Background: an optimization exercise with open tools, aiming at small area and few clock cycles. Do not read the settings as production practice. In this exercise RTL edits were held to simulation tests only and were not proved equivalent to the original. Power and IR drop assume default switching activity.

Setup of juniper:
## pid_proto
module pid_proto (
    input  wire        clk,
    input  wire        rst,           
    input  wire        cmd_valid,
    output wire        cmd_ready,
    input  wire [31:0] cmd,
    output wire        rsp_valid,
    output wire [7:0]  rsp_status,
    output wire [31:0] rsp_value,
    output wire [1:0]  rsp_count,
    output wire [7:0]  rsp_byte0,
    output wire [7:0]  rsp_byte1
);
    function [15:0] crc_step;
        input [15:0] c_in;
        input [7:0]  b;
        reg   [15:0] c;
        integer      i;
        begin
            c = c_in ^ {8'h00, b};
            for (i = 0; i < 8; i = i + 1)
                c = c[0] ? ((c >> 1) ^ 16'h8408) : (c >> 1);
            crc_step = c;
        end
    endfunction
    reg [31:0] c;         
    reg        cv;        
    reg [15:0] ncrc;      
    reg [15:0] nvcrc;     
    reg [7:0]  vhold0;    
    reg [7:0]  vhold1;    
    reg [1:0]  vcnt;
    reg [3:0]  rx;
    reg        legal;     
    reg        hit;       
    reg        asc;       
    assign cmd_ready = 1'b1;
    assign rsp_valid = cv;
    function is_permitted_ascii;
        input [7:0] x;
        begin
            is_permitted_ascii =
                (x >= 8'h41 && x <= 8'h5A) || (x >= 8'h61 && x <= 8'h7A) ||
                (x >= 8'h30 && x <= 8'h39) || (x == 8'h20) ||
                (x == 8'h21) || (x == 8'h23) || (x == 8'h24) || (x == 8'h26) ||
                (x == 8'h27) || (x == 8'h28) || (x == 8'h29) || (x == 8'h2A) ||
  ...
Size in the first run: ~510 cells after synthesis, about 90 flip-flops, ~95 I/O pins, ~0.0045 sq mm of cells after synthesis.
==> flow/config.mk <==
export PLATFORM = sky130hd
export DESIGN_NAME = pid_proto
export DESIGN_NICKNAME = pid_proto
export VERILOG_FILES = /design/flow/design.v
export SDC_FILE = /design/flow/constraint.sdc
export NUM_CORES = 4
export LEC_CHECK = 0
export CAP_MARGIN = 20
export CORE_MARGIN = 2
export CORE_UTILIZATION = 40
export SLEW_MARGIN = 20
==> flow/constraint.sdc <==
create_clock -name core_clock -period 4.0 [get_ports {clk}]
set_input_delay 0.8000 -clock core_clock [delete_from_list [all_inputs] [get_ports {clk}]]
set_output_delay 0.8000 -clock core_clock [all_outputs]
set_load 0.01 [all_outputs]
standard.sh (not shown) runs the stock make flow with config.mk's settings and CLKGATE_MAP_FILE= SYNTH_SCRIPT=/design/flow/synth_recipe.tcl, a recipe that flattens the netlist after the stock synthesis.
==> flow/flow/run.sh <==
#!/bin/bash
# Layout flow: the standard ORFS flow (standard.sh) with three changes.
#  - Synthesis is the standard flow's own script (synth_recipe.tcl) with only the ABC
#    mapping script swapped for flow/abc_area.script: ORFS's speed script
#    with the delay relaxed (&nf -R 1000) and without ABC's buffering and
#    up-sizing passes. Registers are untouched (ABC maps only the logic).
#  - The port buffers are sky130_fd_sc_hd__buf_1.
#  - Clock tree: sky130_fd_sc_hd__clkbuf_8 buffers, no dummy loads.
# Each run's full output goes to a log file of its own in this folder.
set -euo pipefail
here=$(pwd)
{
  head -n 1 synth_recipe.tcl
  cat <<TCL
proc abc {args} {
  set i [lsearch -exact \$args -script]
  if { \$i >= 0 } { lset args [expr {\$i + 1}] $here/flow/abc_area.script }
  yosys abc {*}\$args
}
TCL
  tail -n +2 synth_recipe.tcl
} > my_synth.tcl
sed "s|SYNTH_SCRIPT=[^ ]*|SYNTH_SCRIPT=$here/my_synth.tcl|" standard.sh > my_standard.sh
grep -q "SYNTH_SCRIPT=$here/my_synth.tcl" my_standard.sh
export BUFFER_PORTS_ARGS="-buffer_cell sky130_fd_sc_hd__buf_1"
export CTS_ARGS="-sink_clustering_enable -repair_clock_nets -dont_use_dummy_load -root_buf sky130_fd_sc_hd__clkbuf_8 -buf_list \"sky130_fd_sc_hd__clkbuf_4 sky130_fd_sc_hd__clkbuf_8\""
bash my_standard.sh synth > synth.log 2>&1
bash my_standard.sh finish > layout.log 2>&1
==> flow/flow/abc_area.script <==
&get -n
&st
&dch
&nf -R 1000
&st
&syn2
&if -g -K 6
&synch2
&nf -R 1000
&st
&syn2
&if -g -K 6
&synch2
&nf -R 1000
&st
&syn2
&if -g -K 6
&synch2
&nf -R 1000
&st
&syn2
&if -g -K 6
&synch2
&nf -R 1000
&st
&syn2
&if -g -K 6
&synch2
&nf -R 1000
&put
topo
stime -c
dnsize -c
juniper reached the end of the flow, and the finished layout is clean on the timing, DRC and antenna checks.
Testbench counts of juniper, summed over its fixed seeds: cycles 48,189.
> inputs changed (juniper -> zinc)
--- a/flow/flow/run.sh
+++ b/flow/flow/run.sh
@@ -23,6 +23,7 @@
 sed "s|SYNTH_SCRIPT=[^ ]*|SYNTH_SCRIPT=$here/my_synth.tcl|" standard.sh > my_standard.sh
 grep -q "SYNTH_SCRIPT=$here/my_synth.tcl" my_standard.sh
+export GPL_KEEP_OVERFLOW=0
 export BUFFER_PORTS_ARGS="-buffer_cell sky130_fd_sc_hd__buf_1"
-export CTS_ARGS="-sink_clustering_enable -repair_clock_nets -dont_use_dummy_load -root_buf sky130_fd_sc_hd__clkbuf_8 -buf_list \"sky130_fd_sc_hd__clkbuf_4 sky130_fd_sc_hd__clkbuf_8\""
+export CTS_ARGS="-sink_clustering_enable -repair_clock_nets -dont_use_dummy_load -buf_list sky130_fd_sc_hd__clkbuf_8"
 bash my_standard.sh synth > synth.log 2>&1
 bash my_standard.sh finish > layout.log 2>&1
--- a/flow/config.mk
+++ b/flow/config.mk
@@ -8,4 +8,4 @@
 export CAP_MARGIN = 20
 export CORE_MARGIN = 2
-export CORE_UTILIZATION = 40
+export CORE_UTILIZATION = 60
 export SLEW_MARGIN = 20
==> run notes <==
zinc finished every stage and its layout cleared the timing, DRC and antenna checks.
Chip height: juniper and zinc compared, higher one is juniper
Fraction of met3 tracks used by global routing (higher): zinc
Wire: zinc routes less than juniper
When the final numbers for juniper and zinc were put side by side, the leakage power of the design turned out to be greater in juniper.
zinc and juniper ended up with roughly the same total power of the final layout.
Sequential share of cell area, juniper and zinc: higher on zinc
The fraction of the core area covered by cells at the end of the flow in zinc was higher than what juniper gave.
Post-route fraction of the period consumed by the critical path (zinc over juniper): increase, 0.80 points
Against juniper, setup slack in zinc came out worse.
Worst hold path stage count in zinc is 2 lower than in juniper
Lower count of buffer and inverter cells on the critical path was reported by zinc, not juniper.
## Diff of input files: lagoon against zinc
--- a/flow/config.mk
+++ b/flow/config.mk
@@ -8,4 +8,4 @@
 export CAP_MARGIN = 20
 export CORE_MARGIN = 2
-export CORE_UTILIZATION = 60
+export CORE_UTILIZATION = 40
 export SLEW_MARGIN = 20
==> run notes <==
Time the worst path needs with I/O delays and setup delta for lagoon relative to zinc: 0.034 ns lower. Against zinc, lagoon reports a relative area change from synthesis to final layout that is higher. zinc -> lagoon: cell-internal power flat. Looking at critical path depth, lagoon sits above zinc. The maximum achievable frequency reported for lagoon is greater than that of zinc by 2.3 MHz.
Modified inputs, yarrow compared to lagoon
--- a/flow/flow/run.sh
+++ b/flow/flow/run.sh
@@ -23,5 +23,4 @@
 sed "s|SYNTH_SCRIPT=[^ ]*|SYNTH_SCRIPT=$here/my_synth.tcl|" standard.sh > my_standard.sh
 grep -q "SYNTH_SCRIPT=$here/my_synth.tcl" my_standard.sh
-export GPL_KEEP_OVERFLOW=0
 export BUFFER_PORTS_ARGS="-buffer_cell sky130_fd_sc_hd__buf_1"
 export CTS_ARGS="-sink_clustering_enable -repair_clock_nets -dont_use_dummy_load -buf_list sky130_fd_sc_hd__clkbuf_8"
--- a/flow/config.mk
+++ b/flow/config.mk
@@ -9,3 +9,4 @@
 export CORE_MARGIN = 2
 export CORE_UTILIZATION = 40
+export GPL_TIMING_DRIVEN = 0
 export SLEW_MARGIN = 20
Notes after the runs:
Compared with lagoon, in yarrow largest net degree at the start of global routing shows no meaningful change, initial cell density of the core shows no meaningful change.
Comparing lagoon and yarrow, the higher total non-filler cell area in the finished layout was measured on yarrow.
Changes observed in yarrow relative to lagoon: number of ordinary and repair buffers in the finished layout climbed about 10%; sequential share of the synthesized area barely changed; initial antenna violation count climbed 1; normalized max-slew margin dropped 18 points.
Sequential power essentially unchanged between lagoon and yarrow.
When yarrow is set beside lagoon, its sequential share of layout area turns out to be 0.53 points smaller.
Changes in violet relative to yarrow:
--- a/flow/flow/run.sh
+++ b/flow/flow/run.sh
@@ -1,11 +1,15 @@
 #!/bin/bash
-# Layout flow: the standard ORFS flow (standard.sh) with three changes.
+# Layout flow: the standard ORFS flow (standard.sh), with these changes.
 #  - Synthesis is the standard flow's own script (synth_recipe.tcl) with only the ABC
 #    mapping script swapped for flow/abc_area.script: ORFS's speed script
 #    with the delay relaxed (&nf -R 1000) and without ABC's buffering and
 #    up-sizing passes. Registers are untouched (ABC maps only the logic).
-#  - The port buffers are sky130_fd_sc_hd__buf_1.
+#  - The port buffers are sky130_fd_sc_hd__buf_1 (one per port, as usual).
 #  - Clock tree: sky130_fd_sc_hd__clkbuf_8 buffers, no dummy loads.
-# Each run's full output goes to a log file of its own in this folder.
+#  - Timing-driven global placement keeps no resizer changes
+#    (GPL_KEEP_OVERFLOW=0), and after global routing ORFS's power
+#    recovery down-sizes gates off the critical paths (RECOVER_POWER=100).
+# Each run's full output goes to a log file of its own in this folder
+# (synth.log, layout.log); ORFS also keeps per-step logs under orfs/logs.
 set -euo pipefail
 here=$(pwd)
@@ -23,4 +27,6 @@
 sed "s|SYNTH_SCRIPT=[^ ]*|SYNTH_SCRIPT=$here/my_synth.tcl|" standard.sh > my_standard.sh
 grep -q "SYNTH_SCRIPT=$here/my_synth.tcl" my_standard.sh
+export GPL_KEEP_OVERFLOW=0
+export RECOVER_POWER=100
 export BUFFER_PORTS_ARGS="-buffer_cell sky130_fd_sc_hd__buf_1"
 export CTS_ARGS="-sink_clustering_enable -repair_clock_nets -dont_use_dummy_load -buf_list sky130_fd_sc_hd__clkbuf_8"
--- a/flow/config.mk
+++ b/flow/config.mk
@@ -8,5 +8,4 @@
 export CAP_MARGIN = 20
 export CORE_MARGIN = 2
-export CORE_UTILIZATION = 40
-export GPL_TIMING_DRIVEN = 0
+export CORE_UTILIZATION = 60
 export SLEW_MARGIN = 20
==> comparison <==
- Against yarrow, power density relative to cell area in violet rose by a few percent.
- Looking at slowest cell on the critical path, the sky130_fd_sc_hd__or4_4 result is from yarrow; the sky130_fd_sc_hd__dfxtp_1 one comes from violet.
- violet vs yarrow on worst setup slack after layout: violet is the lower one.
- NOTE via count yarrow->violet decreased slightly
- violet completed every stage of the flow, and the final layout passed the timing, DRC and antenna checks.
- Hold slack: violet vs yarrow, no meaningful difference
- From yarrow to violet, number of hold-slack violations in the final timing report did not move at all.
- Highest layer used for signal routing: met4 -> violet, met5 -> yarrow
--- input diff violet..ember ---
==> flow/flow/run.sh <==
#!/bin/bash
# Layout flow: the standard ORFS flow (standard.sh) with three changes.
#  - Synthesis is the standard flow's own script (synth_recipe.tcl) with only the ABC
#    mapping script swapped for flow/abc_area.script: ORFS's speed script
#    with the delay relaxed (&nf -R 1000) and without ABC's buffering and
#    up-sizing passes. Registers are untouched (ABC maps only the logic).
#  - The port buffers are sky130_fd_sc_hd__buf_1.
#  - Clock tree: sky130_fd_sc_hd__clkbuf_8 buffers, no dummy loads.
# Each run's full output goes to a log file of its own in this folder.
set -euo pipefail
here=$(pwd)
{
  head -n 1 synth_recipe.tcl
  cat <<TCL
proc abc {args} {
  set i [lsearch -exact \$args -script]
  if { \$i >= 0 } { lset args [expr {\$i + 1}] $here/flow/abc_area.script }
  yosys abc {*}\$args
}
TCL
  tail -n +2 synth_recipe.tcl
} > my_synth.tcl
sed "s|SYNTH_SCRIPT=[^ ]*|SYNTH_SCRIPT=$here/my_synth.tcl|" standard.sh > my_standard.sh
grep -q "SYNTH_SCRIPT=$here/my_synth.tcl" my_standard.sh
export BUFFER_PORTS_ARGS="-buffer_cell sky130_fd_sc_hd__buf_1"
export CTS_ARGS="-sink_clustering_enable -repair_clock_nets -dont_use_dummy_load -buf_list sky130_fd_sc_hd__clkbuf_8"
bash my_standard.sh synth > synth.log 2>&1
bash my_standard.sh finish > layout.log 2>&1
--- a/flow/config.mk
+++ b/flow/config.mk
@@ -8,4 +8,4 @@
 export CAP_MARGIN = 20
 export CORE_MARGIN = 2
-export CORE_UTILIZATION = 60
+export CORE_UTILIZATION = 40
 export SLEW_MARGIN = 20
### Flow results
Share of power burned in combinational logic: ember vs violet up 0.5 points. Per the comparison of ember with violet, relative contribution of the clock network to total power stayed essentially flat; fmax rose by about 1.1%.

==> re-timing with driven ports <==
No port has a modelled driver above. Below, the same layouts with a new extraction and two added sets of constraints. Step 1 assumes that a clkbuf_16 drives the clock port and a buf_2 every other input. Step 2 times the ports against the registers' clock, not the clock port: input delays grow and output delays shrink by t, the midpoint of the rising clock arrivals with the driver on. Three values: ideal ports, drivers, drivers and shift; two values: the first two.
| run | shift t [ns] | setup WS [ns] | worst setup path at the end |
|---|---|---|---|
| juniper | 0.385 | 0.143 / 0.110 / 0.495 | register to output |
| zinc | 0.384 | 0.111 / 0.078 / 0.462 | register to output |
| lagoon | 0.391 | 0.146 / 0.113 / 0.504 | register to output |
| yarrow | 0.399 | 0.138 / 0.103 / 0.502 | register to output |
| violet | 0.384 | 0.100 / 0.066 / 0.450 | register to output |
| ember | 0.385 | 0.143 / 0.110 / 0.495 | register to output |
After both steps every run listed still meets setup and hold.
